Source: an optimization exercise on an open RTL-to-GDS flow (aim: small area, a short achievable clock period and few clock cycles). Production flows keep margins and buffers that such runs may drop.
RTL that was checked went through simulation tests only; none was proved equivalent to the original.
For runs 3 to 5, only the layout was checked, not whether the RTL still works.
No activity file was given, so power comes from the tool's default toggle rates.

==> flow/config.mk <==
export PLATFORM = sky130hd
export DESIGN_NAME = simplevm_core
export DESIGN_NICKNAME = simplevm_core
export VERILOG_FILES = /design/flow/design.v
export SDC_FILE = /design/flow/constraint.sdc
export NUM_CORES = 4
export LEC_CHECK = 0
export ABC_AREA = 1
export CAP_MARGIN = 20
export CORE_MARGIN = 2
export CORE_UTILIZATION = 40
export SLEW_MARGIN = 20
==> flow/constraint.sdc <==
create_clock -name core_clock -period 15.0 [get_ports {clk}]
set_input_delay 3.0000 -clock core_clock [delete_from_list [all_inputs] [get_ports {clk}]]
set_output_delay 3.0000 -clock core_clock [all_outputs]
set_load 0.01 [all_outputs]
==> flow/design.v <==
module simplevm_core (
    input  wire        clk,
    input  wire        rst,           
    output wire        mem_req,
    output wire        mem_we,
    output wire [11:0] mem_addr,
    output wire [7:0]  mem_wdata,
    input  wire        mem_ready,
    input  wire [7:0]  mem_rdata,
    output reg         out_valid,
    output wire [7:0]  out_byte,
    output wire        halted,
    output wire        faulted,
    output wire [7:0]  exit_code,
    output wire [2:0]  fault_kind,
    output wire [15:0] fault_pc,
    output wire [15:0] fault_word,
    output wire [3:0]  flags
);
    localparam [2:0] F_INVALID_OPCODE  = 3'd3;
    localparam [2:0] F_STACK_OVERFLOW  = 3'd5;
    localparam [2:0] F_STACK_UNDERFLOW = 3'd6;
    localparam [2:0] F_MEMORY_BOUNDS   = 3'd7;
    localparam [3:0] A_NONE = 4'd0,
                     A_ADD  = 4'd1,
                     A_SUB  = 4'd2,
                     A_MUL  = 4'd3,
                     A_DIV  = 4'd4,    
                     A_DIVS = 4'd5,    
                     A_CMP  = 4'd6,
                     A_OR   = 4'd7,
                     A_AND  = 4'd8,
                     A_XOR  = 4'd9,
                     A_NOT  = 4'd10,
                     A_MOVI = 4'd11,
                     A_MOVR = 4'd12;
    function [9:0] cla9;
        input [8:0] a;
        input [8:0] b;
        input       cin;
        reg   [8:0] g, p, gg, pp, gn, pn;
        integer     s, j;
        begin
            g = a & b;
            p = a ^ b;
            gg = g;
            gg[0] = g[0] | (p[0] & cin);
            pp = p;
            for (s = 1; s < 9; s = s * 2) begin
                gn = gg;
                pn = pp;
                for (j = s; j < 9; j = j + 1) begin
                    gn[j] = gg[j] | (pp[j] & gg[j-s]);
                    pn[j] = pp[j] & pp[j-s];
                end
                gg = gn;
                pp = pn;
            end
            cla9 = {gg[8], p ^ {gg[7:0], cin}};
        end
    endfunction
    function [2:0] msb8;
        input [7:0] v;
        begin
            msb8 = v[7] ? 3'd7 : v[6] ? 3'd6 : v[5] ? 3'd5 : v[4] ? 3'd4 :
                   v[3] ? 3'd3 : v[2] ? 3'd2 : v[1] ? 3'd1 : 3'd0;
        end
    endfunction
    reg        s_hdr0, s_hdr1;    
    reg        s_f0;              
    reg        s_f1;              
    reg        s_push, s_pop, s_print;
    reg        s_ff;              
    reg        halted_r, faulted_r;
    reg        ex;        
    reg [7:0]  x [0:15];
    reg [15:0] ma;        
    reg [11:0] maddr;     
    reg        mreq, mwe;
    reg        pbit;      
    reg [15:0] ir;
    reg [7:0]  opa;       
    reg        opx;       
    reg [7:0]  opb;       
    reg [3:0]  ek;        
    reg [3:0]  edst;
    reg [11:0] sp;
    reg [12:0] crr;
    reg        f_ov, f_zd, f_nzr, f_lt;
    reg [7:0]  dqs;       
    reg [2:0]  dcnt;      
    assign mem_req    = mreq;
    assign mem_we     = mwe;
    assign mem_addr   = maddr;
    assign halted     = halted_r;
    assign faulted    = faulted_r;
    assign exit_code  = opb;
    assign out_byte   = opb;
    assign mem_wdata  = opb;
    assign fault_kind = ((ir == 16'd0) | (ir[15:12] == 4'h4)) ? F_MEMORY_BOUNDS :
                        (ir[15:9] == 7'h30) ? (ir[8] ? F_STACK_UNDERFLOW : F_STACK_OVERFLOW) : F_INVALID_OPCODE;
    assign fault_pc   = ma;
    assign fault_word = ir;
    assign flags      = {f_lt, f_nzr, f_zd, f_ov};
    wire [3:0] op_a = ir[15:12];
    wire [3:0] op_b = ir[11:8];
    wire [3:0] op_c = ir[7:4];
    wire [3:0] op_d = ir[3:0];
    wire [3:0] rsel = s_f1 ? mem_rdata[3:0] : op_c;
    wire [7:0] xr   = x[rsel];
    wire       is_add = (ek == A_ADD);
    wire [9:0] as     = cla9({opx, opa}, is_add ? {1'b0, opb} : {1'b1, ~opb}, ~is_add);
    wire [7:0] asum   = as[7:0];
    wire       acarry = is_add ? as[8] : as[9];   
    reg  [10:0] mlo;
    reg         mhi;
    integer m;
    always @(*) begin
        mlo = 11'd0;
        mhi = 1'b0;
        for (m = 0; m < 8; m = m + 1) begin
            mlo = mlo + (({3'd0, opa & {8{opb[m]}}} << m) & 11'h0ff);
            mhi = mhi | (|((opa & {8{opb[m]}}) >> (8 - m)));
        end
    end
    wire        mov = mhi | (|mlo[10:8]);
    wire [2:0] la    = msb8(opa);
    wire [2:0] lb    = msb8(opb);
    wire       dimm  = (la <= lb);        
    wire [2:0] dn    = la - lb;
    wire [16:0] dsh  = {9'd0, opa} << (4'd8 - {1'b0, dn});
    wire       div_last = ((ek == A_DIV) & dimm) | ((ek == A_DIVS) & (dcnt == 3'd0));
    wire       dq    = acarry;
    wire [7:0] dr    = dq ? asum : opa;
    reg       we;
    reg [3:0] wa;
    reg [7:0] wd;
    reg       we15;
    reg [7:0] wd15;
    reg       div_busy;
    always @(*) begin
        we = 1'b1; wa = edst; wd = asum; we15 = 1'b0; wd15 = opa; div_busy = 1'b0;
        case (ek)
            A_ADD, A_SUB: wd = asum;
            A_MUL:  wd = mlo[7:0];
            A_DIV, A_DIVS: begin
                if (div_last) begin
                    wd = {dqs[6:0], dq}; we15 = 1'b1; wd15 = dr;
                end else begin
                    we = 1'b0; div_busy = 1'b1;
                end
            end
            A_OR:   wd = opa | opb;
            A_AND:  wd = opa & opb;
            A_XOR:  wd = opa ^ opb;
            A_NOT:  wd = ~opa;
            A_MOVI: wd = ir[7:0];
            A_MOVR: wd = opb;
            default: we = 1'b0;
        endcase
    end
    wire [7:0] xr_fwd = (we15 && rsel == 4'd15) ? wd15 :
                        (we && wa == rsel)      ? wd : xr;
    wire       pop_we = s_pop;
    wire       prt_we = s_print & mem_ready & ~pbit & (mem_rdata == 8'd0);
    wire [7:0] wdp    = s_pop ? mem_rdata : (s_print | s_hdr0) ? 8'd0 : wd;
    wire [7:0] wd15m  = we15 ? wd15 : wdp;
    integer i;
    always @(posedge clk) begin
        for (i = 0; i < 15; i = i + 1)
            if (s_hdr0 || (we && wa == i) || (pop_we && op_d == i) || (prt_we && i == 14))
                x[i] <= wdp;
        if (s_hdr0 || we15 || (we && wa == 4'd15) || (pop_we && op_d == 4'd15)) x[15] <= wd15m;
    end
    reg [3:0] dk;
    always @(*) begin
        dk = A_NONE;
        case (op_a)
            4'h1: case (op_b)
                4'h0: dk = A_ADD;
                4'h1: dk = A_SUB;
                4'h2: dk = A_MUL;
                4'h3: dk = (opb == 8'd0) ? A_NONE : A_DIV;
                4'h4: dk = A_CMP;
                default: ;
            endcase
            4'h2: dk = A_MOVI;
            4'h7: dk = A_MOVR;
            4'h9: case (op_b[1:0])
                2'd0: dk = A_OR;
                2'd1: dk = A_AND;
                2'd2: dk = A_XOR;
                default: dk = A_NOT;
            endcase
            default: ;
        endcase
    end
    wire h_invalid = ((op_a == 4'h0) & (op_b > 4'h1)) |
                     ((op_a == 4'h1) & (op_b > 4'h4)) |
                     ((op_a == 4'h6) & (op_b > 4'h1)) |
                     ((op_a == 4'h9) & (op_b > 4'h3)) |
                     (op_a > 4'h9);
    wire h_halt  = (op_a == 4'h0) & (op_b == 4'h0);
    wire h_ret   = (op_a == 4'h0) & (op_b == 4'h1);
    wire h_push  = (op_a == 4'h6) & (op_b == 4'h0);
    wire h_pop   = (op_a == 4'h6) & (op_b == 4'h1);
    wire h_print = (op_a == 4'h4);
    wire h_jlt   = (op_a == 4'h3);
    wire h_call  = (op_a == 4'h5);
    wire h_jmp   = (op_a == 4'h8);
    wire lt_now = f_lt | ((ek == A_CMP) & ~acarry);
    wire [12:0] ma_pm  = ma[12:0] + 13'd2;
    wire        jump   = h_ret | h_call | h_jmp | (h_jlt & lt_now);
    wire [12:0] target = h_ret ? crr : {1'b0, op_b, mem_rdata};
    wire [12:0] nxt    = jump ? target : ma_pm;
    wire        nxt_bad = nxt[12] | (&nxt[11:0]);
    wire        seq_bad = ma_pm[12] | (&ma_pm[11:0]);
    wire [11:0] sp_step = sp + (s_push ? 12'hfff : 12'h001);
    wire [12:0] pp_inc  = {1'b0, maddr} + 13'd1;
    wire done   = mem_ready;             
    wire f1_go  = s_f1 & done & ~div_busy;
    wire back_f0 = ((s_push | s_pop) & done) |
                   (s_print & ~pbit & done & (mem_rdata == 8'd0));
    always @(posedge clk) begin
        if (rst) begin
            s_hdr0    <= 1'b1;
            s_hdr1    <= 1'b0;
            s_f0      <= 1'b0;
            s_f1      <= 1'b0;
            s_push    <= 1'b0;
            s_pop     <= 1'b0;
            s_print   <= 1'b0;
            s_ff      <= 1'b0;
            halted_r  <= 1'b0;
            faulted_r <= 1'b0;
            maddr     <= 12'd0;
            mreq      <= 1'b1;
            mwe       <= 1'b0;
            ex        <= 1'b0;
            ek        <= A_NONE;
            out_valid <= 1'b0;
        end else begin
            out_valid <= 1'b0;
            ek <= A_NONE;
            if (ek == A_DIV && !dimm) ek <= A_DIVS;
            if (ek == A_DIVS && dcnt != 3'd0) ek <= A_DIVS;
            if (s_hdr0 && done) begin
                maddr  <= 12'd1;
                s_hdr0 <= 1'b0;
                s_hdr1 <= 1'b1;
            end
            if (s_hdr1 && done) begin
                maddr  <= {ma[11:8], mem_rdata};
                mreq   <= ~((ma[15:12] != 4'd0) | ((ma[11:8] == 4'hf) & (mem_rdata == 8'hff)));
                s_hdr1 <= 1'b0;
                s_f0   <= 1'b1;
            end
            if (s_f0) begin
                ex <= 1'b0;
                if (ex) ek <= dk;
                if (!mreq) begin
                    s_f0 <= 1'b0;
                    s_ff <= 1'b1;
                end else if (done) begin
                    maddr <= pp_inc[11:0];
                    s_f0  <= 1'b0;
                    s_f1  <= 1'b1;
                end
            end
            if (f1_go) begin
                s_f1 <= 1'b0;
                if (h_invalid) begin
                    mreq <= 1'b0;
                    faulted_r <= 1'b1;
                end else if (h_halt) begin
                    mreq     <= 1'b0;
                    halted_r <= 1'b1;
                end else if (h_push) begin
                    if (sp == 12'd0) begin
                        mreq <= 1'b0;
                        faulted_r <= 1'b1;
                    end else begin
                        maddr  <= sp;
                        mwe    <= 1'b1;
                        s_push <= 1'b1;
                    end
                end else if (h_pop) begin
                    if (sp == 12'd4095) begin
                        mreq <= 1'b0;
                        faulted_r <= 1'b1;
                    end else begin
                        maddr <= sp_step;
                        s_pop <= 1'b1;
                    end
                end else if (h_print) begin
                    maddr   <= {op_b, mem_rdata};
                    s_print <= 1'b1;
                end else begin
                    ex    <= 1'b1;
                    maddr <= nxt[11:0];
                    mreq  <= ~nxt_bad;
                    s_f0  <= 1'b1;
                end
            end
            if (back_f0) begin
                maddr   <= ma_pm[11:0];
                mreq    <= ~seq_bad;
                mwe     <= 1'b0;
                s_push  <= 1'b0;
                s_pop   <= 1'b0;
                s_print <= 1'b0;
                s_f0    <= 1'b1;
            end
            if (s_print) begin
                if (pbit) begin
                    s_print <= 1'b0;
                    faulted_r <= 1'b1;
                end else if (done && mem_rdata != 8'd0) begin
                    out_valid <= 1'b1;
                    maddr     <= pp_inc[11:0];
                    mreq      <= ~pp_inc[12];
                end
            end
            if (s_ff && ek == A_NONE) begin
                s_ff      <= 1'b0;
                faulted_r <= 1'b1;
            end
        end
    end
    always @(posedge clk) begin
        case (ek)
            A_ADD: if (acarry) f_ov <= 1'b1;
            A_SUB: if (~acarry) f_ov <= 1'b1;
            A_MUL: if (mov) f_ov <= 1'b1;
            A_CMP: if (~acarry) f_lt <= 1'b1;
            default: ;
        endcase
        if (div_last && dr != 8'd0) f_nzr <= 1'b1;
        case (ek)
            A_DIV: if (!dimm) begin
                {opx, opa} <= dsh[16:8];
                dqs  <= dsh[7:0];
                dcnt <= dn;
            end
            A_DIVS: begin
                {opx, opa} <= {dr, dqs[7]};
                dqs  <= {dqs[6:0], dq};
                dcnt <= dcnt - 3'd1;
            end
            default: ;
        endcase
        if (s_hdr0) begin
            sp    <= 12'd4095;
            crr   <= 13'd0;
            f_ov  <= 1'b0;
            f_zd  <= 1'b0;
            f_nzr <= 1'b0;
            f_lt  <= 1'b0;
        end
        if (s_hdr0) ma[15:8] <= mem_rdata;
        if (s_hdr1) ma[7:0]  <= mem_rdata;
        if (s_f0)   ir[15:8] <= mem_rdata;
        if (s_f1)   ir[7:0]  <= mem_rdata;
        if (s_f1 && !div_busy) opb <= xr_fwd;
        if (s_f1 && h_call) crr <= ma_pm;
        if (s_f1 && h_print) pbit <= 1'b0;
        if (s_print) opb <= mem_rdata;
        if (s_f0) begin
            if (ex) begin
                edst <= (op_a == 4'h2 || op_a == 4'h7) ? op_b : op_c;
                opa  <= xr;
                opx  <= 1'b0;
                dqs  <= 8'd0;
                if (op_a == 4'h1 && op_b == 4'h3 && opb == 8'd0) f_zd <= 1'b1;
            end
        end
        if (f1_go && !h_invalid && !h_halt && !h_push && !h_pop && !h_print) begin
            ma <= {3'd0, nxt};
            if (h_jlt && lt_now) f_lt <= 1'b0;
        end
        if (back_f0) ma <= {3'd0, ma_pm};
        if (s_push && done) sp <= sp_step;
        if (s_pop && done)  sp <= maddr;
        if (s_print) begin
            if (!pbit && done && mem_rdata != 8'd0) pbit <= pp_inc[12];
        end
        if (s_ff && ek == A_NONE) ir <= 16'd0;
    end
endmodule
==> flow/flow/run.sh <==
#!/bin/bash
# Standard layout; timing repair aims for extra setup slack so that the
# critical paths get sized for speed even though the clock is met.
bash standard.sh SETUP_SLACK_MARGIN=10.5 finish > standard.log 2>&1
==> flow/standard.sh <==
#!/bin/bash
# synth_recipe.tcl (not shown) runs the flow's synth.tcl, then flattens the netlist and writes it again
# the make line also repeats each setting of config.mk as NAME=value (left out here)
make -C /OpenROAD-flow-scripts/flow DESIGN_CONFIG=/design/flow/config.mk WORK_HOME=/design/flow/orfs CLKGATE_MAP_FILE= SYNTH_SCRIPT=/design/flow/synth_recipe.tcl "${@:-finish}"
==> results of run 1 <==
-- power breakdown --
group          internal, mW  total [mW]  switching (mW)
combinational         0.741        2.01            1.27
clock                 0.438       0.747           0.309
sequential            0.973        1.14           0.169
-- worst paths after layout --
path	from	to	slack, ps	cells after the start
setup / recovery	ir[15]$_SDFFE_PP0P_	fault_kind[2]	10190	6
hold / removal	f_ov$_SDFFE_PP0P_	f_ov$_SDFFE_PP0P_	450	2
setup reg to reg	opb[3]$_DFFE_PP_	x[15][7]$_DFFE_PP_	10410	22
hold reg to reg	f_ov$_SDFFE_PP0P_	f_ov$_SDFFE_PP0P_	450	2
-- area by class of cell --
class                   instances  share of cell area [%]
inverters                     314                    6.03
multi-input cells            1390                    43.0
well taps                     532                    3.21
repair buffers                209                    9.53
flip-flops and latches        251                    33.4
clock inverters                15                   0.810
clock buffers                  40                    4.00
-- logic make-up after synthesis --
group	Yosys count	synth area share, %
xor gates and xnor gates	45	2.41
AOI/OAI and AO/OA	456	17.5
and+or+nand+nor	801	20.6
buffers and inverters	397	9.87
DFF	251	41.8
adders and majority gates	87	7.81
muxes	1	0.0612
-- routing by layer --
metal	routed length [um]	track usage, %	vias up
met4	2740	13.0	2
met1	25700	37.0	7664
met5	11	0	-
met2	29500	48.0	766
li1	-	-	7238
met3	4800	4.57	171
-- flip-flops by register name, indices dropped and copies added (netlist names), 3 cells and up --
register and flops:
edst 4, opb 8, crr 13, sp 12, dcnt 3, ma 16, ir 16, x 128
ek 4, maddr 12, dqs 8, opa 8
-- cell usage in the layout (no fill, tap or decap), drive strengths merged, types with 10 or more instances in the layout --
cell type    instances
o221ai              14
nand3               76
nand4               10
clkinv              15
xor2                34
buf                126
inv                300
a221oi              34
a31oi               14
ha                  62
xnor2               11
a22oi               16
o21ai              166
dlygate4sd2         66
nor2               145
nor3                28
edfxtp             181
dfxtp               70
clkbuf              43
nand2              518
fa                  25
nor4                15
o22ai               30
a21oi               96
clkinvlp            11
o211ai              29
-- timing repair --
item / 4_1_cts / 5_1_grt
gates cloned: 3 / 0
buffers inserted: 67 / 41
setup endpoints to repair: 390 / 258
pin swaps: 47 / 54
resized for setup: 302 / 115
-- through the flow --
step	area, um2	total power [mW]	cells	setup WS (ps)
4_1_cts	19900	3.72	2710	10140
6_report	20700	3.90	2751	10190
5_1_grt	20700	4.11	2751	10110
3_5_place_dp	17700	2.74	2585	8990
3_3_place_gp	17700	2.73	2585	9010
2_1_floorplan	16500	2.15	2038	10450
-- worst register-to-register path, cell delays in order, from the launching register on --
cell and delay, ps:
sky130_fd_sc_hd__edfxtp_1 380, sky130_fd_sc_hd__buf_6 150, sky130_fd_sc_hd__buf_6 110, sky130_fd_sc_hd__buf_6 110, sky130_fd_sc_hd__nand2_2 50, sky130_fd_sc_hd__inv_2 40, sky130_fd_sc_hd__fa_1 510, sky130_fd_sc_hd__fa_1 450
sky130_fd_sc_hd__fa_1 480, sky130_fd_sc_hd__ha_1 300, sky130_fd_sc_hd__ha_2 180, sky130_fd_sc_hd__inv_2 40, sky130_fd_sc_hd__fa_2 390, sky130_fd_sc_hd__xnor2_1 140, sky130_fd_sc_hd__a21oi_1 150, sky130_fd_sc_hd__o2111ai_1 150
sky130_fd_sc_hd__a21oi_1 140, sky130_fd_sc_hd__o21ai_1 90, sky130_fd_sc_hd__inv_2 110, sky130_fd_sc_hd__o22ai_4 90, sky130_fd_sc_hd__buf_6 170, sky130_fd_sc_hd__nand2_1 50, sky130_fd_sc_hd__nand2_1 60
==> qor.csv, run 1 <==
metric;value;unit
run status;finished clean;
Post-Route Hold Slack;449;ps
number of design-rule violations left by the first detailed-router iteration;1580;
count of H-tree levels built during CTS;1;
number of core rows;74;
Longest Clk Path Bufs;3;
Hold Fails Final Rpt;0;
cell chosen for the clock root;sky130_fd_sc_hd__clkbuf_16;
clock tree from TritonCTS;built;
most numerous cell in the Yosys netlist;sky130_fd_sc_hd__nand2_1;
setup repair after global routing missed its margin;yes;
Cell Area, Synth;16300;um2
antenna-violating nets left;0;
antenna diode count;0;
fin. max-slew vios;0;
multi-input gate area in the final layout;8900;um2
fraction of synthesized cell area taken by the top area cell type;33.2;%
core region area;40600;um2
dominant synthesized flop cell;sky130_fd_sc_hd__edfxtp_1;
Synth area leaders;sky130_fd_sc_hd__edfxtp_1 (33%), sky130_fd_sc_hd__nand2_1 (12%), sky130_fd_sc_hd__dfxtp_1 (8.6%);
cell area power density;188;nW/um2
classification of the worst-slack hold path;reg2reg;
CP Capture Type;output pin;
grt total ovfl;0;
cell seen most often among critical-path stages;sky130_fd_sc_hd__nor2_4;
global-route wire length before repair;92.5;mm
Max rail drop VDD;91.9;uV
Clock Sinks;251;
Chip Width;206;um
Slowest Stage Delay on Critical Path;400;ps
Clock Skews;23.4;ps
area taken by flip-flops and latches;6920;um2
worst path required time;12000;ps
cell class contributing the biggest share of worst-path delay;flip-flops;
vias in the first global route;15100;
Critical Path Fanout Max;11;
fraction of registers with async set or reset after synthesis;0;%
syn nets;2136;
total of warnings raised by yosys;2;
number of synthesized register bits;251;
number of distinct library cells after synthesis;61;
count of maximum capacitance violations;0;
headroom to the max-slew limit;29.8;%
buffering stage count on the worst path with inverters included;3;
fill cell instance count of the final layout;3935;
final setup vio count;0;
Slew @ Worst Pin;1050;ps
global-route total usage across every layer;28.9;%
number of top-level pins;91;
average vias per placed instance;5.76;
initial antenna violation count;1;
crit share post-route;32.0;%
most numerous cell types in the synthesized netlist;sky130_fd_sc_hd__nand2_1 (506), sky130_fd_sc_hd__inv_1 (296), sky130_fd_sc_hd__edfxtp_1 (181);
Crit path arrival time;1810;ps
Routed WL;62.7;mm
hold bufs inserted after CTS;0;
post-layout min period;4810;ps
startpoint types;flop;
placed wire-length estimate;44.3;mm
path type of the worst setup path;reg2out;
Fmax;208;MHz
leading area contributor after synthesis;sky130_fd_sc_hd__edfxtp_1;
net count reported at finish;2294;
number of cells produced by synthesis;2038;
count of input and output buffers;90;
routed wire length per instance;22.8;um
DRT Pass-1 Iters;6;
CP max stage cell;sky130_fd_sc_hd__dfxtp_4;
area of the die;42500;um2
DR DRC count;0;
routability cong.;0.962;
clock input transition at the sequential cells of the worst setup and hold paths;60;ps
static leakage power;9.02;nW
final cell utilization of the core;51.1;%
proportion of layout cells with a drive suffix above 1;18.5;%
vertical die dimension;206;um
Syn Area/Cell;8.02;um2
signed area change from the synthesized netlist to the final layout;26.7;%
sum of negative setup slack;0;ps
initial standard-cell utilization of the core;40.3;%
list of cells traversed by the critical path;nor2_4 -> inv_2 -> nor2_4 -> buf_6 -> a311o_1 -> buf_2;
proportion of synthesized chip area in sequential cells;41.8;%
total number of vias;15800;
number of synthesized flops with an enable pin;181;
number of buffers created by CTS;30;
latest clock arrival within the worst-skew pair;580;ps
maximum number of pins on one net before global-route repair;27;
Testbench counts, summed over its fixed seeds: cycles 108,018.
==> run 2, diff against run 1 <==
==> flow/flow/run.sh (replaced) <==
#!/bin/bash
# Standard layout; timing repair aims for extra setup slack so that the
# critical paths get sized for speed even though the clock is met.
bash standard.sh SETUP_SLACK_MARGIN=10 finish > standard.log 2>&1
==> qor.csv, run 2 <==
metric;value;unit
critical path depth in cells;7;
hold bufs inserted after CTS;0;
met1 capacity usage during global routing;36.4;%
Slew @ Worst Pin;1000;ps
run status;finished clean;
most numerous cell in the Yosys netlist;sky130_fd_sc_hd__nand2_1;
leading area contributor after synthesis;sky130_fd_sc_hd__edfxtp_1;
worst path required time;12000;ps
vias in the first global route;14800;
cell class contributing the biggest share of worst-path delay;flip-flops;
setup slack of the critical path after layout;10010;ps
Clock Skews;16.4;ps
Fmax;200;MHz
final setup vio count;0;
Critical Path Fanout Max;5;
clock input transition at the sequential cells of the worst setup and hold paths;60;ps
hold-critical path depth;2;
Crit path arrival time;1990;ps
fraction of registers with async set or reset after synthesis;0;%
count of input and output buffers;90;
average vias per placed instance;5.74;
largest family of logic cells by synthesized area;simple AND/OR/NAND/NOR gates;
commonest non-fill, non-tap cell in the layout;sky130_fd_sc_hd__nand2_1;
number of core rows;74;
placed wire-length estimate;43.4;mm
Max rail drop VDD;101;uV
buffering stage count on the worst path with inverters included;3;
proportion of synthesized chip area in sequential cells;41.8;%
number of design-rule violations left by the first detailed-router iteration;1667;
post-layout min period;4990;ps
sum of negative setup slack;0;ps
antenna-violating nets left;0;
compound-gate portion of the synthesized area;17.5;%
DR DRC count;0;
most frequent cells in the layout;sky130_fd_sc_hd__nand2_1 (497), sky130_fd_sc_hd__inv_1 (288), sky130_fd_sc_hd__edfxtp_1 (181), sky130_fd_sc_hd__o21ai_0 (164), sky130_fd_sc_hd__nor2_1 (124);
global-route wire length before repair;89.8;mm
list of cells traversed by the critical path;nor2_2 -> inv_2 -> nor2_2 -> inv_2 -> nor2_4 -> a311o_1 -> buf_2;
Routed WL;59.5;mm
proportion of layout cells with a drive suffix above 1;9.61;%
CP max stage cell;sky130_fd_sc_hd__dfxtp_2;
non-filler instance count after layout;2676;
Longest Clk Path Bufs;3;
total number of vias;15400;
area of the die;42500;um2
Synth area leaders;sky130_fd_sc_hd__edfxtp_1 (33%), sky130_fd_sc_hd__nand2_1 (12%), sky130_fd_sc_hd__dfxtp_1 (8.6%);
static leakage power;8.29;nW
maximum number of pins on one net before global-route repair;27;
startpoint types;flop;
routing usage on met3;3.83;%
number of distinct library cells after synthesis;61;
global-route total usage across every layer;27.9;%
Chip Width;206;um
placement-stage cell area;17600;um2
DP Worst Slack;8870;ps
number of buffers created by CTS;30;
mux cell area share after synthesis;0.0612;%
syn nets;2136;
design area;19200;um2
Post-Synth Adder-Cell Area;7.81;%
headroom to the max-slew limit;33.1;%
cell chosen for the clock root;sky130_fd_sc_hd__clkbuf_16;
count of maximum capacitance violations;0;
net count reported at finish;2220;
largest registers;x (128), ir (16), ma (16);
fraction of synthesized cell area taken by the top area cell type;33.2;%
cell area power density;186;nW/um2
fill cell instance count of the final layout;4026;
total of warnings raised by yosys;2;
initial standard-cell utilization of the core;40.3;%
Clock Sinks;251;
Post-Route Hold Slack;449;ps
routed wire length per instance;22.3;um
count of H-tree levels built during CTS;1;
xor/xnor cell area share of the yosys netlist;2.41;%
setup repair after global routing missed its margin;yes;
classification of the worst-slack hold path;reg2reg;
vertical die dimension;206;um
area taken by flip-flops and latches;6860;um2
CP Capture Type;output pin;
DRT Pass-1 Iters;5;
Syn Area/Cell;8.02;um2
Cell Area, Synth;16300;um2
fin. max-slew vios;0;
multi-input gate area in the final layout;8190;um2
grt total ovfl;0;
number of synthesized flops with an enable pin;181;
Simple-Gate Fraction of Synth Area;20.6;%
routability cong.;0.967;
signed area change from the synthesized netlist to the final layout;17.5;%
number of synthesized register bits;251;
number of cells after detailed placement;2587;
met2 track demand over resource in global routing;47.3;%
worst-case reg-to-reg path depth;16;
number of cells produced by synthesis;2038;
dominant synthesized flop cell;sky130_fd_sc_hd__edfxtp_1;
crit share post-route;33.3;%
most numerous cell types in the synthesized netlist;sky130_fd_sc_hd__nand2_1 (506), sky130_fd_sc_hd__inv_1 (296), sky130_fd_sc_hd__edfxtp_1 (181);
Largest Register;x;
path type of the worst setup path;reg2out;
number of top-level pins;91;
latest clock arrival within the worst-skew pair;580;ps
final cell utilization of the core;47.4;%
initial antenna violation count;0;
Slowest Stage Delay on Critical Path;490;ps
most utilized layer in the global route result;met2;
Hold Fails Final Rpt;0;
core region area;40600;um2
number of flip-flops under the largest register name;128;
clock tree from TritonCTS;built;
power consumption;3.57;mW
antenna diode count;0;
[run 2: changes by cell type in the layout (fill, tap and decap cells not counted), sizes merged]
cell / previous run / this run
dlygate4sd2: 66 / 4
buf: 126 / 46
inv: 300 / 306
clkinvlp: 11 / 6
dlymetal6s2s: 4 / 0
clkdlybuf4s50: 5 / 82
bufinv: 3 / 0
clkinv: 15 / 14
clkdlybuf4s15: 5 / 2
[run 2: cell type report]
type / count / area share [%]
multi-input cells: 1390 / 42.6
flip-flops and latches: 251 / 35.7
repair buffers: 135 / 7.04
inverters: 314 / 6.21
clock buffers: 42 / 4.46
well taps: 532 / 3.47
clock inverters: 12 / 0.456
[run 2: cell families (layout without fill, tap and decap cells)]
group	Yosys count	after routing
DFF	251	251
buffers and inverters	397	503
xor gates and xnor gates	45	45
adders and majority gates	87	87
muxes	1	1
AOI/OAI and AO/OA	456	456
and+or+nand+nor	801	801
[run 2: per-layer routing]
metal | share of wire, % | up-vias
met3 | 7.4 | 162
li1 | - | 7103
met5 | 0 | -
met4 | 4.1 | 0
met1 | 41 | 7330
met2 | 47 | 770
[run 2: worst paths after layout]
kind / startpoint / end / slack (ps)
setup / recovery: ir[11]$_SDFFE_PP0P_ / fault_kind[2] / 10010
hold / removal: f_ov$_SDFFE_PP0P_ / f_ov$_SDFFE_PP0P_ / 450
setup reg to reg: opb[3]$_DFFE_PP_ / x[15][6]$_DFFE_PP_ / 10180
hold reg to reg: f_ov$_SDFFE_PP0P_ / f_ov$_SDFFE_PP0P_ / 450
[run 2: repair_timing]
item,CTS,global route
pin swaps,4,9
buffers inserted,19,15
endpoints found under the setup margin,133,97
gates cloned,0,1
resized for setup,60,42
[run 2: tightest hold or removal path, stage by stage, from the launching register on]
cell                      delay, ps
sky130_fd_sc_hd__dfxtp_1        300
sky130_fd_sc_hd__inv_1           40
sky130_fd_sc_hd__a21oi_1         50
[run 2: power breakdown]
group          switching, mW  internal, mW  total, mW  leakage [nW]
Combinational           1.13         0.605       1.73          5.40
Clock                  0.300         0.398      0.699         0.452
Sequential             0.171         0.965       1.14          2.44
Total                   1.60          1.97       3.57          8.29
==> run 3, diff against run 2 <==
--- a/flow/design.v
+++ b/flow/design.v
@@ -91,2 +91,3 @@
     reg [2:0]  dcnt;      
+    reg [2:0]  fkind_r;
     assign mem_req    = mreq;
@@ -99,4 +100,3 @@
     assign mem_wdata  = opb;
-    assign fault_kind = ((ir == 16'd0) | (ir[15:12] == 4'h4)) ? F_MEMORY_BOUNDS :
-                        (ir[15:9] == 7'h30) ? (ir[8] ? F_STACK_UNDERFLOW : F_STACK_OVERFLOW) : F_INVALID_OPCODE;
+    assign fault_kind = fkind_r;
     assign fault_pc   = ma;
@@ -387,2 +387,5 @@
         if (s_ff && ek == A_NONE) ir <= 16'd0;
+        if (s_f1) fkind_r <= h_invalid ? F_INVALID_OPCODE :
+                             h_push    ? F_STACK_OVERFLOW : F_STACK_UNDERFLOW;
+        if (s_print || s_ff) fkind_r <= F_MEMORY_BOUNDS;
     end
==> qor.csv, run 3 <==
metric;value;unit
antenna diode count;0;
number of flip-flops under the largest register name;128;
commonest non-fill, non-tap cell in the layout;sky130_fd_sc_hd__nand2_1;
count of H-tree levels built during CTS;1;
grt total ovfl;0;
hold bufs inserted after CTS;0;
maximum number of pins on one net before global-route repair;25;
number of buffers created by CTS;28;
Hold Path End;halted_r$_SDFFE_PP0P_;
endpoint of the worst-slack reg-to-reg timing path;x[7][7]$_DFFE_PP_;
number of cells after detailed placement;2565;
most numerous cell in the Yosys netlist;sky130_fd_sc_hd__nand2_1;
syn nets;2113;
sum of negative setup slack;0;ps
cell class contributing the biggest share of worst-path delay;flip-flops;
Syn Area/Cell;8.09;um2
multi-input gate area in the final layout;8020;um2
count of input and output buffers;90;
CP Capture Type;output pin;
Routed WL;61.4;mm
startpoint types;flop;
vias in the first global route;15100;
Clock Skews;17.8;ps
CP max stage cell;sky130_fd_sc_hd__edfxtp_1;
headroom to the max-slew limit;39.4;%
list of cells traversed by the critical path;clkdlybuf4s50_1;
post-layout min period;4940;ps
Fmax;202;MHz
proportion of synthesized chip area in sequential cells;42.3;%
leading area contributor after synthesis;sky130_fd_sc_hd__edfxtp_1;
largest registers;x (128), ir (16), ma (16);
cell chosen for the clock root;sky130_fd_sc_hd__clkbuf_16;
core region area;40000;um2
routability cong.;1.02;
Slowest Stage Delay on Critical Path;710;ps
DRT Pass-1 Iters;6;
proportion of layout cells with a drive suffix above 1;7.69;%
clock input transition at the sequential cells of the worst setup and hold paths;60;ps
static leakage power;8.19;nW
Post-Route Hold Slack;463;ps
number of top-level pins;91;
dominant synthesized flop cell;sky130_fd_sc_hd__edfxtp_1;
Chip Width;206;um
Hold Fails Final Rpt;0;
total number of vias;15600;
number of design-rule violations left by the first detailed-router iteration;1889;
signed area change from the synthesized netlist to the final layout;16.4;%
fin. max-slew vios;0;
worst-case reg-to-reg path depth;17;
Synth area leaders;sky130_fd_sc_hd__edfxtp_1 (33%), sky130_fd_sc_hd__nand2_1 (11%), sky130_fd_sc_hd__dfxtp_1 (9.0%);
number of synthesized flops with an enable pin;181;
count of maximum capacitance violations;0;
placed wire-length estimate;45.7;mm
most frequent cells in the layout;sky130_fd_sc_hd__nand2_1 (460), sky130_fd_sc_hd__inv_1 (302), sky130_fd_sc_hd__edfxtp_1 (181), sky130_fd_sc_hd__o21ai_0 (166), sky130_fd_sc_hd__nor2_1 (119);
Critical Path Fanout Max;10;
Crit path arrival time;1940;ps
vertical die dimension;206;um
number of cells produced by synthesis;2015;
fraction of synthesized cell area taken by the top area cell type;33.3;%
antenna-violating nets left;0;
min-delay src;halted_r$_SDFFE_PP0P_;
Slew @ Worst Pin;906;ps
area taken by flip-flops and latches;6900;um2
classification of the worst-slack hold path;reg2reg;
initial standard-cell utilization of the core;40.8;%
DR DRC count;0;
cell area power density;179;nW/um2
fill cell instance count of the final layout;4010;
number of distinct library cells after synthesis;61;
worst path required time;12000;ps
area of the die;42400;um2
latest clock arrival within the worst-skew pair;580;ps
net count reported at finish;2197;
Cell Area, Synth;16300;um2
number of synthesized register bits;254;
global-route wire length before repair;92.4;mm
Largest Register;x;
total of warnings raised by yosys;2;
worst reg2reg startpoint;opb[4]$_DFFE_PP_;
run status;finished clean;
global-route total usage across every layer;29.0;%
setup repair after global routing missed its margin;yes;
Clock Sinks;254;
fraction of registers with async set or reset after synthesis;0;%
initial antenna violation count;1;
clock tree from TritonCTS;built;
crit share post-route;33.0;%
most numerous cell types in the synthesized netlist;sky130_fd_sc_hd__nand2_1 (472), sky130_fd_sc_hd__inv_1 (303), sky130_fd_sc_hd__edfxtp_1 (181);
path type of the worst setup path;reg2out;
r2r setup slk;10140;ps
Longest Clk Path Bufs;3;
buffering stage count on the worst path with inverters included;1;
routed wire length per instance;23.2;um
final setup vio count;0;
Max rail drop VDD;109;uV
non-filler instance count after layout;2645;
hold-critical path depth;2;
number of core rows;73;
average vias per placed instance;5.90;
[run 3: routing by layer]
layer	routed length (um)	part of all wire, %	vias up	track usage (%)
li1	-	-	7056	-
met1	24400	40	7494	37.8
met2	28600	47	866	48.0
met3	5210	8.5	181	4.02
met4	3190	5.2	2	13.2
met5	13	0.021	-	0
[run 3: cell type report]
cell class	count	share of cell area (%)
Inverter	321	6.40
Clock inverter	12	0.561
Timing Repair Buffer	132	6.77
Tap cell	525	3.46
Clock buffer	39	4.13
Sequential cell	254	36.4
Multi-Input combinational cell	1362	42.3
[run 3: kinds of logic after synthesis]
| logic type | Yosys count | synth area share [%] |
|---|---|---|
| multiplexers | 1 | 0.0691 |
| flip-flops | 254 | 42.3 |
| adder cells (fa/ha/maj) | 87 | 7.83 |
| buffers and inverters | 399 | 9.75 |
| AO/OA/AOI/OAI | 463 | 17.9 |
| AND/OR/NAND/NOR | 766 | 19.8 |
| XOR/XNOR | 45 | 2.42 |
[run 3: worst max-delay path by stage]
stage                         from                 to  cells past startpoint
2_1_floorplan            mem_ready   ma[11]$_DFFE_PP_                      9
3_3_place_gp          mem_rdata[4]    ma[5]$_DFFE_PP_                      9
3_5_place_dp          mem_rdata[4]    ma[7]$_DFFE_PP_                      9
4_1_cts        s_push$_SDFFE_PP0P_             mem_we                      1
5_1_grt             opa[2]$_DFF_P_  x[1][5]$_DFFE_PP_                     14
6_report          opb[7]$_DFFE_PP_        out_byte[7]                      1
[run 3: per-stage QoR]
stage	total power, mW	util, %	setup slack [ps]	instance area [um2]
floorplan	2.04	-	10180	16300
global placement	2.61	43.9	8800	17600
detailed placement	2.61	43.9	8790	17600
CTS	3.32	47.0	10020	18800
global route	3.59	47.4	9920	19000
finish	3.39	47.4	10060	19000
[run 3: repair_timing]
item | 4_1_cts | 5_1_grt
gates cloned | 0 | 0
endpoints found under the setup margin | 238 | 217
resized for setup | 38 | 34
setup buffers | 22 | 7
pin swaps | 2 | 3
hold endpoints to repair | 0 | 0
[run 3: power breakdown]
group	switching (mW)	internal, mW	leakage [nW]
clock	0.303	0.369	0.430
sequential	0.155	0.954	2.46
combinational	1.08	0.534	5.29
total	1.54	1.86	8.19
==> run 4, diff against run 3 <==
--- a/flow/config.mk
+++ b/flow/config.mk
@@ -10,3 +10,3 @@
 export CORE_MARGIN = 2
-export CORE_UTILIZATION = 40
+export CORE_UTILIZATION = 60
 export SLEW_MARGIN = 20
==> qor.csv, run 4 <==
metric;value;unit
run status;finished clean;
dominant synthesized flop cell;sky130_fd_sc_hd__edfxtp_1;
Routed WL;60.1;mm
Post-Route Hold Slack;469;ps
initial antenna violation count;0;
Hold Fails Final Rpt;0;
CP Capture Type;flop;
CP max stage cell;sky130_fd_sc_hd__nor2_2;
non-filler instance count after layout;2459;
number of cells after detailed placement;2380;
Max rail drop VDD;98.9;uV
number of core rows;60;
fraction of synthesized cell area taken by the top area cell type;33.3;%
DR DRC count;0;
power consumption;3.41;mW
vertical die dimension;169;um
path type of the worst setup path;in2reg;
list of cells traversed by the critical path;clkdlybuf4s15_2 -> nand2_2 -> nand2_2 -> nor2_2 -> inv_2 -> nor2_2 -> nand2_1 -> o2111a_1 -> a41oi_1 -> o211ai_1 -> a22oi_1;
Cell Area, Synth;16300;um2
Clock Sinks;254;
placement-stage cell area;17300;um2
count of input and output buffers;90;
commonest non-fill, non-tap cell in the layout;sky130_fd_sc_hd__nand2_1;
Fmax;199;MHz
most frequent cells in the layout;sky130_fd_sc_hd__nand2_1 (463), sky130_fd_sc_hd__inv_1 (301), sky130_fd_sc_hd__edfxtp_1 (181), sky130_fd_sc_hd__o21ai_0 (165), sky130_fd_sc_hd__nor2_1 (119);
proportion of synthesized chip area in sequential cells;42.3;%
most numerous cell in the Yosys netlist;sky130_fd_sc_hd__nand2_1;
final cell utilization of the core;69.6;%
number of distinct library cells after synthesis;61;
number of synthesized flops with an enable pin;181;
vias in the first global route;15600;
min-delay src;halted_r$_SDFFE_PP0P_;
maximum number of pins on one net before global-route repair;25;
fin. max-slew vios;0;
cell area power density;183;nW/um2
largest registers;x (128), ir (16), ma (16);
hold bufs inserted after CTS;0;
Critical Path Fanout Max;8;
global-route total usage across every layer;41.3;%
hold-critical path depth;2;
clock tree from TritonCTS;built;
global-route wire length before repair;89.7;mm
classification of the worst-slack hold path;reg2reg;
count of maximum capacitance violations;0;
setup repair after global routing missed its margin;no;
latest clock arrival within the worst-skew pair;570;ps
number of synthesized register bits;254;
signed area change from the synthesized netlist to the final layout;14.4;%
setup slack of the critical path after layout;9980;ps
syn nets;2113;
number of buffers created by CTS;27;
DRT Pass-1 Iters;9;
Hold Path End;halted_r$_SDFFE_PP0P_;
Clock Skews;14.6;ps
Syn Area/Cell;8.09;um2
design area;18600;um2
Chip Width;169;um
count of H-tree levels built during CTS;1;
area of the die;28500;um2
Crit path arrival time;5420;ps
cell chosen for the clock root;sky130_fd_sc_hd__clkbuf_16;
number of cells produced by synthesis;2015;
endpoint of the worst-slack reg-to-reg timing path;x[4][7]$_DFFE_PP_;
grt total ovfl;0;
post-layout min period;5020;ps
most numerous cell types in the synthesized netlist;sky130_fd_sc_hd__nand2_1 (472), sky130_fd_sc_hd__inv_1 (303), sky130_fd_sc_hd__edfxtp_1 (181);
Largest Register;x;
crit share post-route;33.5;%
routed wire length per instance;24.4;um
Longest Clk Path Bufs;3;
worst path required time;15400;ps
proportion of layout cells with a drive suffix above 1;7.55;%
average vias per placed instance;6.63;
Synth area leaders;sky130_fd_sc_hd__edfxtp_1 (33%), sky130_fd_sc_hd__nand2_1 (11%), sky130_fd_sc_hd__dfxtp_1 (9.0%);
headroom to the max-slew limit;39.4;%
leading area contributor after synthesis;sky130_fd_sc_hd__edfxtp_1;
static leakage power;8.16;nW
sum of negative setup slack;0;ps
worst reg2reg startpoint;opa[2]$_DFF_P_;
placed wire-length estimate;43.6;mm
number of design-rule violations left by the first detailed-router iteration;2441;
worst-case reg-to-reg path depth;19;
fraction of registers with async set or reset after synthesis;0;%
routability cong.;1.03;
total number of vias;16300;
startpoint types;input pin;
Slew @ Worst Pin;907;ps
clock input transition at the sequential cells of the worst setup and hold paths;70;ps
r2r setup slk;10170;ps
number of flip-flops under the largest register name;128;
core region area;26800;um2
antenna diode count;0;
DP Worst Slack;8870;ps
initial standard-cell utilization of the core;60.8;%
net count reported at finish;2195;
Slowest Stage Delay on Critical Path;400;ps
antenna-violating nets left;0;
number of top-level pins;91;
final setup vio count;0;
total of warnings raised by yosys;2;
-- run 4: cell families (layout without fill, tap and decap cells) --
| kind of cell | count (synthesis) | after routing | share of synthesized area, % |
|---|---|---|---|
| compound gates | 463 | 463 | 17.9 |
| xor+xnor | 45 | 45 | 2.42 |
| simple gates | 766 | 766 | 19.8 |
| flops | 254 | 254 | 42.3 |
| buf+inv | 399 | 502 | 9.75 |
| mux | 1 | 1 | 0.0691 |
| fa+ha+maj | 87 | 87 | 7.83 |
-- run 4: power breakdown --
group | internal [mW] | switching, mW
sequential | 0.953 | 0.161
clock | 0.373 | 0.315
combinational | 0.525 | 1.09
-- run 4: critical path, delay by kind of cell --
family | cells | cell delay [ps]
AND/OR/NAND/NOR | 5 | 1140
AO/OA/AOI/OAI | 4 | 840
buffers and inverters | 2 | 440
-- run 4: worst max-delay path by stage --
stage / startpoint / to / depth (start not counted)
2_1_floorplan: mem_ready / ma[11]$_DFFE_PP_ / 9
3_3_place_gp: mem_rdata[3] / opb[6]$_DFFE_PP_ / 14
3_5_place_dp: mem_rdata[3] / opb[6]$_DFFE_PP_ / 14
4_1_cts: mem_rdata[1] / opb[2]$_DFFE_PP_ / 12
5_1_grt: mem_rdata[3] / opb[1]$_DFFE_PP_ / 11
6_report: mem_rdata[3] / opb[1]$_DFFE_PP_ / 11
-- run 4: layout make-up --
| type | count | area (um2) |
|---|---|---|
| flip-flops and latches | 254 | 6910 |
| fillers | 2112 | 8150 |
| multi-input cells | 1362 | 7940 |
| inverters | 321 | 1210 |
| clock inverters | 23 | 224 |
| clock buffers | 27 | 676 |
| well taps | 341 | 427 |
| repair buffers | 131 | 1260 |
-- run 4: repair_timing --
item | 4_1_cts | 5_1_grt
gates resized for setup | 30 | 31
buffers inserted | 21 | 8
setup endpoints to repair | 75 | 206
pin swaps | 1 | 3
cloned | 0 | 0
-- run 4: layer usage --
metal | vias up | GRT usage (%) | share of wire (%)
met5 | - | 0 | 0
met3 | 358 | 7.69 | 12
met1 | 7486 | 50.6 | 35
met2 | 1391 | 67.9 | 46
met4 | 0 | 25.5 | 7.9
li1 | 7068 | - | -
==> run 5, diff against run 4 <==
--- a/flow/design.v
+++ b/flow/design.v
@@ -114,16 +114,13 @@
     wire       acarry = is_add ? as[8] : as[9];   
-    reg  [10:0] mlo;
-    reg         mhi;
+    wire [2:0] la    = msb8(opa);
+    wire [2:0] lb    = msb8(opb);
+    reg  [8:0]  mlo;
     integer m;
     always @(*) begin
-        mlo = 11'd0;
-        mhi = 1'b0;
-        for (m = 0; m < 8; m = m + 1) begin
-            mlo = mlo + (({3'd0, opa & {8{opb[m]}}} << m) & 11'h0ff);
-            mhi = mhi | (|((opa & {8{opb[m]}}) >> (8 - m)));
-        end
+        mlo = 9'd0;
+        for (m = 0; m < 8; m = m + 1)
+            mlo = mlo + (({1'b0, opa & {8{opb[m]}}} << m) & 9'h0ff);
     end
-    wire        mov = mhi | (|mlo[10:8]);
-    wire [2:0] la    = msb8(opa);
-    wire [2:0] lb    = msb8(opb);
+    wire [3:0]  lsum = {1'b0, la} + {1'b0, lb};
+    wire        mov  = lsum[3] | ((lsum == 4'd7) & mlo[8]);
     wire       dimm  = (la <= lb);        
@@ -213,6 +210,7 @@
     wire        jump   = h_ret | h_call | h_jmp | (h_jlt & lt_now);
-    wire [12:0] target = h_ret ? crr : {1'b0, op_b, mem_rdata};
-    wire [12:0] nxt    = jump ? target : ma_pm;
-    wire        nxt_bad = nxt[12] | (&nxt[11:0]);
-    wire        seq_bad = ma_pm[12] | (&ma_pm[11:0]);
+    wire        tsel   = s_hdr1 | (s_f1 & (jump | h_print));
+    wire [15:0] target = (s_f1 & h_ret) ? {3'd0, crr} :
+                         {(s_hdr1 ? op_a : 4'd0), op_b, mem_rdata};
+    wire [15:0] nxt    = tsel ? target : {3'd0, ma_pm};
+    wire        nxt_bad = (nxt[15:12] != 4'd0) | (&nxt[11:0]);
     wire [11:0] sp_step = sp + (s_push ? 12'hfff : 12'h001);
@@ -247,3 +245,3 @@
             if (s_hdr0 && done) begin
-                maddr  <= 12'd1;
+                maddr  <= pp_inc[11:0];
                 s_hdr0 <= 1'b0;
@@ -252,4 +250,4 @@
             if (s_hdr1 && done) begin
-                maddr  <= {ma[11:8], mem_rdata};
-                mreq   <= ~((ma[15:12] != 4'd0) | ((ma[11:8] == 4'hf) & (mem_rdata == 8'hff)));
+                maddr  <= nxt[11:0];
+                mreq   <= ~nxt_bad;
                 s_hdr1 <= 1'b0;
@@ -295,3 +293,3 @@
                 end else if (h_print) begin
-                    maddr   <= {op_b, mem_rdata};
+                    maddr   <= nxt[11:0];
                     s_print <= 1'b1;
@@ -305,4 +303,4 @@
             if (back_f0) begin
-                maddr   <= ma_pm[11:0];
-                mreq    <= ~seq_bad;
+                maddr   <= nxt[11:0];
+                mreq    <= ~nxt_bad;
                 mwe     <= 1'b0;
@@ -359,5 +357,4 @@
         end
-        if (s_hdr0) ma[15:8] <= mem_rdata;
-        if (s_hdr1) ma[7:0]  <= mem_rdata;
-        if (s_f0)   ir[15:8] <= mem_rdata;
+        if (s_hdr0 || s_f0) ir[15:8] <= mem_rdata;
+        if (s_hdr1) ma <= nxt;
         if (s_f1)   ir[7:0]  <= mem_rdata;
@@ -377,6 +374,6 @@
         if (f1_go && !h_invalid && !h_halt && !h_push && !h_pop && !h_print) begin
-            ma <= {3'd0, nxt};
+            ma <= nxt;
             if (h_jlt && lt_now) f_lt <= 1'b0;
         end
-        if (back_f0) ma <= {3'd0, ma_pm};
+        if (back_f0) ma <= nxt;
         if (s_push && done) sp <= sp_step;
==> flow/flow/run.sh (replaced) <==
#!/bin/bash
# Standard layout with two changes: the port buffers are buf_2 cells, and
# timing repair aims for extra setup slack so that the critical paths get
# sized for speed even though the clock is met.
bash standard.sh 'BUFFER_PORTS_ARGS=-buffer_cell sky130_fd_sc_hd__buf_2' SETUP_SLACK_MARGIN=10 finish > standard.log 2>&1
--- a/flow/config.mk
+++ b/flow/config.mk
@@ -10,3 +10,3 @@
 export CORE_MARGIN = 2
-export CORE_UTILIZATION = 60
+export CORE_UTILIZATION = 40
 export SLEW_MARGIN = 20
==> qor.csv, run 5 <==
metric;value;unit
share of power burned in combinational logic;38.2;%
sum of negative setup slack;0;ps
initial standard-cell utilization of the core;40.5;%
DR DRC count;0;
latest clock arrival within the worst-skew pair;550;ps
DRT Pass-1 Iters;6;
Slew @ Worst Pin;967;ps
count of maximum capacitance violations;0;
headroom to the max-slew limit;35.4;%
static leakage power;8.22;nW
final setup vio count;0;
number of synthesized flops with an enable pin;184;
vertical die dimension;205;um
DP Worst Slack;9270;ps
area of the die;41900;um2
Max rail drop VDD;98.1;uV
maximum number of pins on one net before global-route repair;26;
setup slack of the critical path after layout;10100;ps
largest registers;x (128), ir (16), ma (16);
fin. max-slew vios;0;
switching part of the total;39.6;%
Net Sw Power;1.15;mW
relative contribution of the clock network to total power;25.9;%
CP Capture Type;flop;
multi-input gate area in the final layout;7800;um2
Slowest Stage Delay on Critical Path;550;ps
dominant synthesized flop cell;sky130_fd_sc_hd__edfxtp_1;
number of synthesized register bits;254;
cell chosen for the clock root;sky130_fd_sc_hd__clkbuf_16;
number of top-level pins;91;
Chip Width;205;um
signed area change from the synthesized netlist to the final layout;12.8;%
crit path to;x[15][6]$_DFFE_PP_;
Crit path arrival time;5140;ps
list of cells traversed by the critical path;buf_4 -> nand2_1 -> inv_1 -> fa_1 -> inv_1 -> fa_1 -> fa_1 -> inv_1 -> ha_1 -> fa_2 -> nand2_1 -> o2111ai_1 -> a211oi_1 -> o221ai_1 -> nand2_1 -> o21ai_1 -> buf_4 -> nand2_1 -> o21ai_0;
total of warnings raised by yosys;2;
routability cong.;0.953;
power consumption;2.90;mW
Synth area leaders;sky130_fd_sc_hd__edfxtp_1 (34%), sky130_fd_sc_hd__nand2_1 (12%), sky130_fd_sc_hd__dfxtp_1 (8.7%);
Hold Fails Final Rpt;0;
classification of the worst-slack hold path;reg2reg;
number of design-rule violations left by the first detailed-router iteration;1518;
number of buffers created by CTS;28;
hold bufs inserted after CTS;0;
Clock Sinks;254;
post-layout min period;4900;ps
Fmax;204;MHz
count of input and output buffers;90;
fraction of synthesized cell area taken by the top area cell type;34.3;%
Syn Area/Cell;8.08;um2
worst path required time;15250;ps
average vias per placed instance;5.56;
crit share post-route;32.6;%
path type of the worst setup path;reg2reg;
leading area contributor after synthesis;sky130_fd_sc_hd__edfxtp_1;
commonest non-fill, non-tap cell in the layout;sky130_fd_sc_hd__nand2_1;
number of flip-flops under the largest register name;128;
number of distinct library cells after synthesis;60;
most frequent cells in the layout;sky130_fd_sc_hd__nand2_1 (502), sky130_fd_sc_hd__inv_1 (282), sky130_fd_sc_hd__edfxtp_1 (184), sky130_fd_sc_hd__o21ai_0 (145), sky130_fd_sc_hd__nor2_1 (121);
number of core rows;73;
Largest Register;x;
internal power consumption;1.75;mW
startpoint types;flop;
core region area;39700;um2
cell seen most often among critical-path stages;sky130_fd_sc_hd__nand2_1;
clock input transition at the sequential cells of the worst setup and hold paths;60;ps
portion of total power attributed to sequential cells;35.8;%
initial antenna violation count;2;
Longest Clk Path Bufs;3;
syn nets;2092;
fill cell instance count of the final layout;3943;
r2r setup slk;10100;ps
worst reg2reg startpoint;opb[2]$_DFFE_PP_;
worst-case reg-to-reg path depth;19;
most numerous cell types in the synthesized netlist;sky130_fd_sc_hd__nand2_1 (510), sky130_fd_sc_hd__inv_1 (283), sky130_fd_sc_hd__edfxtp_1 (184);
global-route total usage across every layer;25.1;%
most numerous cell in the Yosys netlist;sky130_fd_sc_hd__nand2_1;
count of H-tree levels built during CTS;1;
launching instance or port of the critical path;opb[2]$_DFFE_PP_;
endpoint of the worst-slack reg-to-reg timing path;x[15][6]$_DFFE_PP_;
Clock Skews;14.4;ps
area taken by flip-flops and latches;6940;um2
grt total ovfl;0;
routed wire length per instance;20.4;um
fraction of registers with async set or reset after synthesis;0;%
vias in the first global route;14000;
clock tree from TritonCTS;built;
proportion of synthesized chip area in sequential cells;43.0;%
setup repair after global routing missed its margin;yes;
CP max stage cell;sky130_fd_sc_hd__fa_1;
placed wire-length estimate;39.4;mm
number of cells produced by synthesis;1993;
Cell Area, Synth;16100;um2
run status;finished clean;
total number of vias;14500;
global-route wire length before repair;81.3;mm
Routed WL;53.2;mm
net count reported at finish;2157;
cell area power density;160;nW/um2
Critical Path Fanout Max;16;
proportion of layout cells with a drive suffix above 1;11.8;%
antenna-violating nets left;0;
==> run 5: worst min path at each step <==
| stage | start | endpoint | cells after the start |
|---|---|---|---|
| finish | f_zd$_DFF_P_ | f_zd$_DFF_P_ | 2 |
| global route | halted_r$_SDFFE_PP0P_ | halted_r$_SDFFE_PP0P_ | 1 |
| CTS | halted_r$_SDFFE_PP0P_ | halted_r$_SDFFE_PP0P_ | 1 |
| detailed placement | halted_r$_SDFFE_PP0P_ | halted_r$_SDFFE_PP0P_ | 1 |
| global placement | halted_r$_SDFFE_PP0P_ | halted_r$_SDFFE_PP0P_ | 1 |
| floorplan | f_zd$_DFF_P_ | f_zd$_DFF_P_ | 2 |
==> run 5: cell families (layout without fill, tap and decap cells) <==
| family | count (synthesis) | after routing | share of synthesized area, % |
|---|---|---|---|
| fa+ha+maj | 88 | 88 | 7.95 |
| compound gates | 397 | 397 | 15.2 |
| flops | 254 | 254 | 43.0 |
| simple gates | 821 | 821 | 21.4 |
| other cells | 0 | 2 | 0 |
| buf+inv | 378 | 465 | 9.51 |
| xor+xnor | 55 | 55 | 2.99 |
==> run 5: routing by layer <==
layer	track usage, %	up-vias	wire length, um
li1	-	6821	-
met1	33.2	6937	22500
met2	42.5	626	25200
met3	3.82	106	4060
met4	7.56	0	1480
met5	0	-	0
==> run 5: area by class of cell <==
cell class,instances,area share (%)
Multi-Input combinational cell,1361,42.9
Sequential cell,254,38.2
Inverter,296,6.12
Clock buffer,39,4.26
Timing Repair Buffer,117,3.62
Tap cell,525,3.62
Clock inverter,13,1.24
Antenna cell,2,0.0275
==> run 5: timing repair <==
item	CTS	global route
gates resized for setup	12	34
cloned	0	0
pin swaps	0	5
buffers inserted	10	6
setup endpoints to repair	188	174
==> run 5: power groups by stage <==
stage / clock [mW] / sequential (mW) / combinational [mW]
after floorplan: 0 / 0.995 / 0.721
after global placement: 0 / 1.05 / 1.04
after detailed placement: 0 / 1.05 / 1.05
after CTS: 0.761 / 1.04 / 1.07
after global routing: 0.787 / 1.05 / 1.23
final: 0.752 / 1.04 / 1.11
==> run 5: stage by stage <==
step           std cells  cell area, um2  utilization (%)  hold WS (ps)
2_1_floorplan       1993           16100                -           429
3_3_place_gp        2536           16900             42.5           452
3_5_place_dp        2537           16900             42.5           472
4_1_cts             2599           18000             45.3           487
5_1_grt             2605           18200             45.7           505
6_report            2607           18200             45.7           471
==> run 5: critical path: cells and delay by family (launching register included) <==
kind	cells	cell delay, ps
adders and majority gates	5	2360
DFF	1	530
buffers and inverters	5	580
and+or+nand+nor	4	310
AOI/OAI and AO/OA	5	810
==> run 6, diff against run 5 <==
--- a/flow/design.v
+++ b/flow/design.v
@@ -85,3 +85,2 @@
     reg [3:0]  ek;        
-    reg [3:0]  edst;
     reg [11:0] sp;
@@ -138,3 +137,3 @@
     always @(*) begin
-        we = 1'b1; wa = edst; wd = asum; we15 = 1'b0; wd15 = opa; div_busy = 1'b0;
+        we = 1'b1; wa = op_c; wd = asum; we15 = 1'b0; wd15 = opa; div_busy = 1'b0;
         case (ek)
@@ -153,4 +152,2 @@
             A_NOT:  wd = ~opa;
-            A_MOVI: wd = ir[7:0];
-            A_MOVR: wd = opb;
             default: we = 1'b0;
@@ -162,3 +159,5 @@
     wire       prt_we = s_print & mem_ready & ~pbit & (mem_rdata == 8'd0);
-    wire [7:0] wdp    = s_pop ? mem_rdata : (s_print | s_hdr0) ? 8'd0 : wd;
+    wire       mv_we  = s_f0 & ex & ((op_a == 4'h2) | (op_a == 4'h7));
+    wire [7:0] mv_wd  = op_a[2] ? opb : ir[7:0];
+    wire [7:0] wdp    = s_pop ? mem_rdata : (s_print | s_hdr0) ? 8'd0 : mv_we ? mv_wd : wd;
     wire [7:0] wd15m  = we15 ? wd15 : wdp;
@@ -167,5 +166,7 @@
         for (i = 0; i < 15; i = i + 1)
-            if (s_hdr0 || (we && wa == i) || (pop_we && op_d == i) || (prt_we && i == 14))
+            if (s_hdr0 || (we && wa == i) || (mv_we && op_b == i) || (pop_we && op_d == i) ||
+                (prt_we && i == 14))
                 x[i] <= wdp;
-        if (s_hdr0 || we15 || (we && wa == 4'd15) || (pop_we && op_d == 4'd15)) x[15] <= wd15m;
+        if (s_hdr0 || we15 || (we && wa == 4'd15) || (mv_we && op_b == 4'd15) ||
+            (pop_we && op_d == 4'd15)) x[15] <= wd15m;
     end
@@ -183,4 +184,2 @@
             endcase
-            4'h2: dk = A_MOVI;
-            4'h7: dk = A_MOVR;
             4'h9: case (op_b[1:0])
@@ -359,3 +358,3 @@
         if (s_hdr1) ma <= nxt;
-        if (s_f1)   ir[7:0]  <= mem_rdata;
+        if (s_f1 && !div_busy) ir[7:0] <= mem_rdata;
         if (s_f1 && !div_busy) opb <= xr_fwd;
@@ -366,3 +365,2 @@
             if (ex) begin
-                edst <= (op_a == 4'h2 || op_a == 4'h7) ? op_b : op_c;
                 opa  <= xr;
==> qor.csv, run 6 <==
metric;value;unit
number of synthesized register bits;250;
global-route total usage across every layer;26.5;%
fraction of synthesized cell area taken by the top area cell type;33.9;%
total of warnings raised by yosys;2;
fraction of registers with async set or reset after synthesis;0;%
Clock Skews;17.0;ps
number of flip-flops under the largest register name;128;
fill cell instance count of the final layout;3863;
Critical Path Fanout Max;6;
placed wire-length estimate;40.5;mm
largest registers;x (128), ir (16), ma (16);
latest clock arrival within the worst-skew pair;580;ps
initial antenna violation count;2;
DRT Pass-1 Iters;6;
area of the die;41500;um2
Synth area leaders;sky130_fd_sc_hd__edfxtp_1 (34%), sky130_fd_sc_hd__nand2_1 (9.8%), sky130_fd_sc_hd__dfxtp_1 (8.8%);
cell chosen for the clock root;sky130_fd_sc_hd__clkbuf_16;
syn nets;2064;
count of H-tree levels built during CTS;1;
Clock Sinks;250;
Crit path arrival time;5250;ps
Max rail drop VDD;102;uV
commonest non-fill, non-tap cell in the layout;sky130_fd_sc_hd__nand2_1;
hold bufs inserted after CTS;0;
Hold Fails Final Rpt;0;
number of top-level pins;91;
headroom to the max-slew limit;24.3;%
setup repair after global routing missed its margin;yes;
fin. max-slew vios;0;
run status;finished clean;
classification of the worst-slack hold path;reg2reg;
CP Capture Type;flop;
cell area power density;151;nW/um2
dominant synthesized flop cell;sky130_fd_sc_hd__edfxtp_1;
Chip Width;204;um
most numerous cell types in the synthesized netlist;sky130_fd_sc_hd__nand2_1 (418), sky130_fd_sc_hd__inv_1 (297), sky130_fd_sc_hd__edfxtp_1 (180);
Syn Area/Cell;8.11;um2
final setup vio count;0;
Slew @ Worst Pin;1130;ps
antenna-violating nets left;0;
count of maximum capacitance violations;0;
routed wire length per instance;21.3;um
maximum number of pins on one net before global-route repair;30;
DR DRC count;0;
Largest Register;x;
placement-stage cell area;16800;um2
post-layout min period;4920;ps
Longest Clk Path Bufs;3;
worst path required time;15330;ps
core region area;39500;um2
vias in the first global route;13900;
number of synthesized flops with an enable pin;180;
clock input transition at the sequential cells of the worst setup and hold paths;70;ps
Fmax;203;MHz
signed area change from the synthesized netlist to the final layout;15.0;%
global-route wire length before repair;84.0;mm
Routed WL;55.0;mm
average vias per placed instance;5.61;
startpoint types;input pin;
design area;18400;um2
number of core rows;73;
most frequent cells in the layout;sky130_fd_sc_hd__nand2_1 (417), sky130_fd_sc_hd__inv_1 (292), sky130_fd_sc_hd__edfxtp_1 (180), sky130_fd_sc_hd__o21ai_0 (155), sky130_fd_sc_hd__nor2_1 (150);
proportion of synthesized chip area in sequential cells;42.7;%
count of input and output buffers;90;
total number of vias;14500;
path type of the worst setup path;in2reg;
leading area contributor after synthesis;sky130_fd_sc_hd__edfxtp_1;
vertical die dimension;204;um
crit share post-route;32.8;%
static leakage power;8.21;nW
routability cong.;0.938;
initial standard-cell utilization of the core;40.3;%
number of buffers created by CTS;29;
clock tree from TritonCTS;built;
number of design-rule violations left by the first detailed-router iteration;1331;
number of cells produced by synthesis;1967;
grt total ovfl;0;
most numerous cell in the Yosys netlist;sky130_fd_sc_hd__nand2_1;
net count reported at finish;2137;
proportion of layout cells with a drive suffix above 1;12.6;%
number of distinct library cells after synthesis;52;
Cell Area, Synth;16000;um2
sum of negative setup slack;0;ps
[run 6: cell count changes in the layout (fill, tap and decap cells not counted), moves of 8 or more]
cell and delta:
sky130_fd_sc_hd__nor2_1 +29, sky130_fd_sc_hd__inv_1 +10, sky130_fd_sc_hd__o221ai_1 +18, sky130_fd_sc_hd__a22o_1 +9
sky130_fd_sc_hd__nand2_2 -8, sky130_fd_sc_hd__nor3_1 -8, sky130_fd_sc_hd__a21oi_1 +9, sky130_fd_sc_hd__nand2_1 -85
sky130_fd_sc_hd__o21ai_0 +10
[run 6: cell type report]
type / count / area, um2 / share of cell area [%]
Antenna cell: 1 / 2.50 / 0.0136
Clock buffer: 31 / 733 / 4.00
Clock inverter: 23 / 412 / 2.24
Inverter: 305 / 1150 / 6.25
Multi-Input combinational cell: 1327 / 7800 / 42.5
Sequential cell: 250 / 6820 / 37.2
Tap cell: 525 / 657 / 3.58
Timing Repair Buffer: 127 / 782 / 4.26
[run 6: final timing paths]
kind                            from  cells past startpoint  slack [ps]                       to
max reg2reg           opa[6]$_DFF_P_                     14       10110        x[4][7]$_DFFE_PP_
max                     mem_rdata[3]                     13       10080         opb[6]$_DFFE_PP_
min          fkind_r[2]$_SDFFE_PP1P_                      2         480  fkind_r[2]$_SDFFE_PP1P_
min reg2reg  fkind_r[2]$_SDFFE_PP1P_                      2         480  fkind_r[2]$_SDFFE_PP1P_
[run 6: power by group]
part,leakage [nW],internal [mW],total [mW],switching [mW]
logic,5.24,0.324,0.942,0.618
registers,2.43,0.876,0.983,0.107
clock network,0.548,0.532,0.847,0.314
total,8.21,1.73,2.77,1.04
[run 6: worst max-delay path: stages]
cell and delay [ps]:
sky130_fd_sc_hd__buf_2 140, sky130_fd_sc_hd__inv_2 130, sky130_fd_sc_hd__a21oi_1 120, sky130_fd_sc_hd__a21oi_2 240, sky130_fd_sc_hd__nor2_2 100, sky130_fd_sc_hd__nand2_1 130
sky130_fd_sc_hd__inv_1 150, sky130_fd_sc_hd__a221oi_1 320, sky130_fd_sc_hd__nand4_1 230, sky130_fd_sc_hd__a211oi_2 360, sky130_fd_sc_hd__o211ai_1 120, sky130_fd_sc_hd__o211ai_1 110
sky130_fd_sc_hd__o21ai_0 110
[run 6: cells by family after synthesis]
family	count (synthesis)	synth area share, %
AND/OR/NAND/NOR	733	19.0
AO/OA/AOI/OAI	456	17.7
buffers and inverters	390	9.86
flip-flops	250	42.7
adder cells (fa/ha/maj)	86	7.87
XOR/XNOR	52	2.85
[run 6: layer usage]
layer / track usage (%) / part of all wire (%) / vias to the layer above
met5: 0 / 0 / -
met4: 7.66 / 3.1 / 0
met3: 3.96 / 7.8 / 102
met2: 43.7 / 46 / 653
met1: 36.1 / 43 / 6924
li1: - / - / 6833
[run 6: repair_timing]
item / 4_1_cts / 5_1_grt
setup endpoints to repair: 108 / 156
gates resized for setup: 23 / 32
pin swaps: 2 / 8
setup buffers: 21 / 2
[run 6: metrics by stage]
stage                     util (%)  worst slack [ps]  total power [mW]  hold WS [ps]  instances
after floorplan                  -             10080              1.53           430       1967
after global placement        42.4              9160              1.85           451       2511
after detailed placement      42.4              9070              1.86           465       2511
after CTS                     46.0             10000              2.73           478       2586
after global routing          46.4              9990              2.91           489       2588
final                         46.4             10080              2.77           476       2589
Testbench counts of run 6, summed over its fixed seeds: cycles 108,018.

[what the ideal ports hide]
No port has a modelled driver above. Below, the same layouts with a new extraction and two added sets of constraints.
Step 1 (the two cells are an assumption about what drives the block):
set clk [get_ports {clk}]
set_driving_cell -lib_cell sky130_fd_sc_hd__clkbuf_16 $clk
set_driving_cell -lib_cell sky130_fd_sc_hd__buf_2 [delete_from_list [all_inputs] $clk]
Step 2 times the ports against the registers' clock, not the clock port: input delays grow and output delays shrink by t, the midpoint of the rising clock arrivals with the driver on.
a / b / c = ideal ports / drivers / drivers and shift; a / b = the first two.
run | shift t [ns] | setup WS [ns] | worst slew at a driven data input, ns
run 1 | 0.626 | 10.193 / 10.140 / 9.840 | 0.06
run 2 | 0.621 | 10.012 / 9.960 / 9.487 | 0.03
run 3 | 0.626 | 10.057 / 10.007 / 9.470 | 0.03
run 4 | 0.619 | 9.979 / 9.928 / 9.391 | 0.04
run 5 | 0.593 | 10.103 / 10.103 / 9.544 | 0.11
run 6 | 0.627 | 10.077 / 10.064 / 9.438 | 0.11
After both steps setup and hold are still met in every run listed. The setup slack of run 6, which loses most, moves by -0.013 ns with the drivers and by -0.639 ns with both steps.
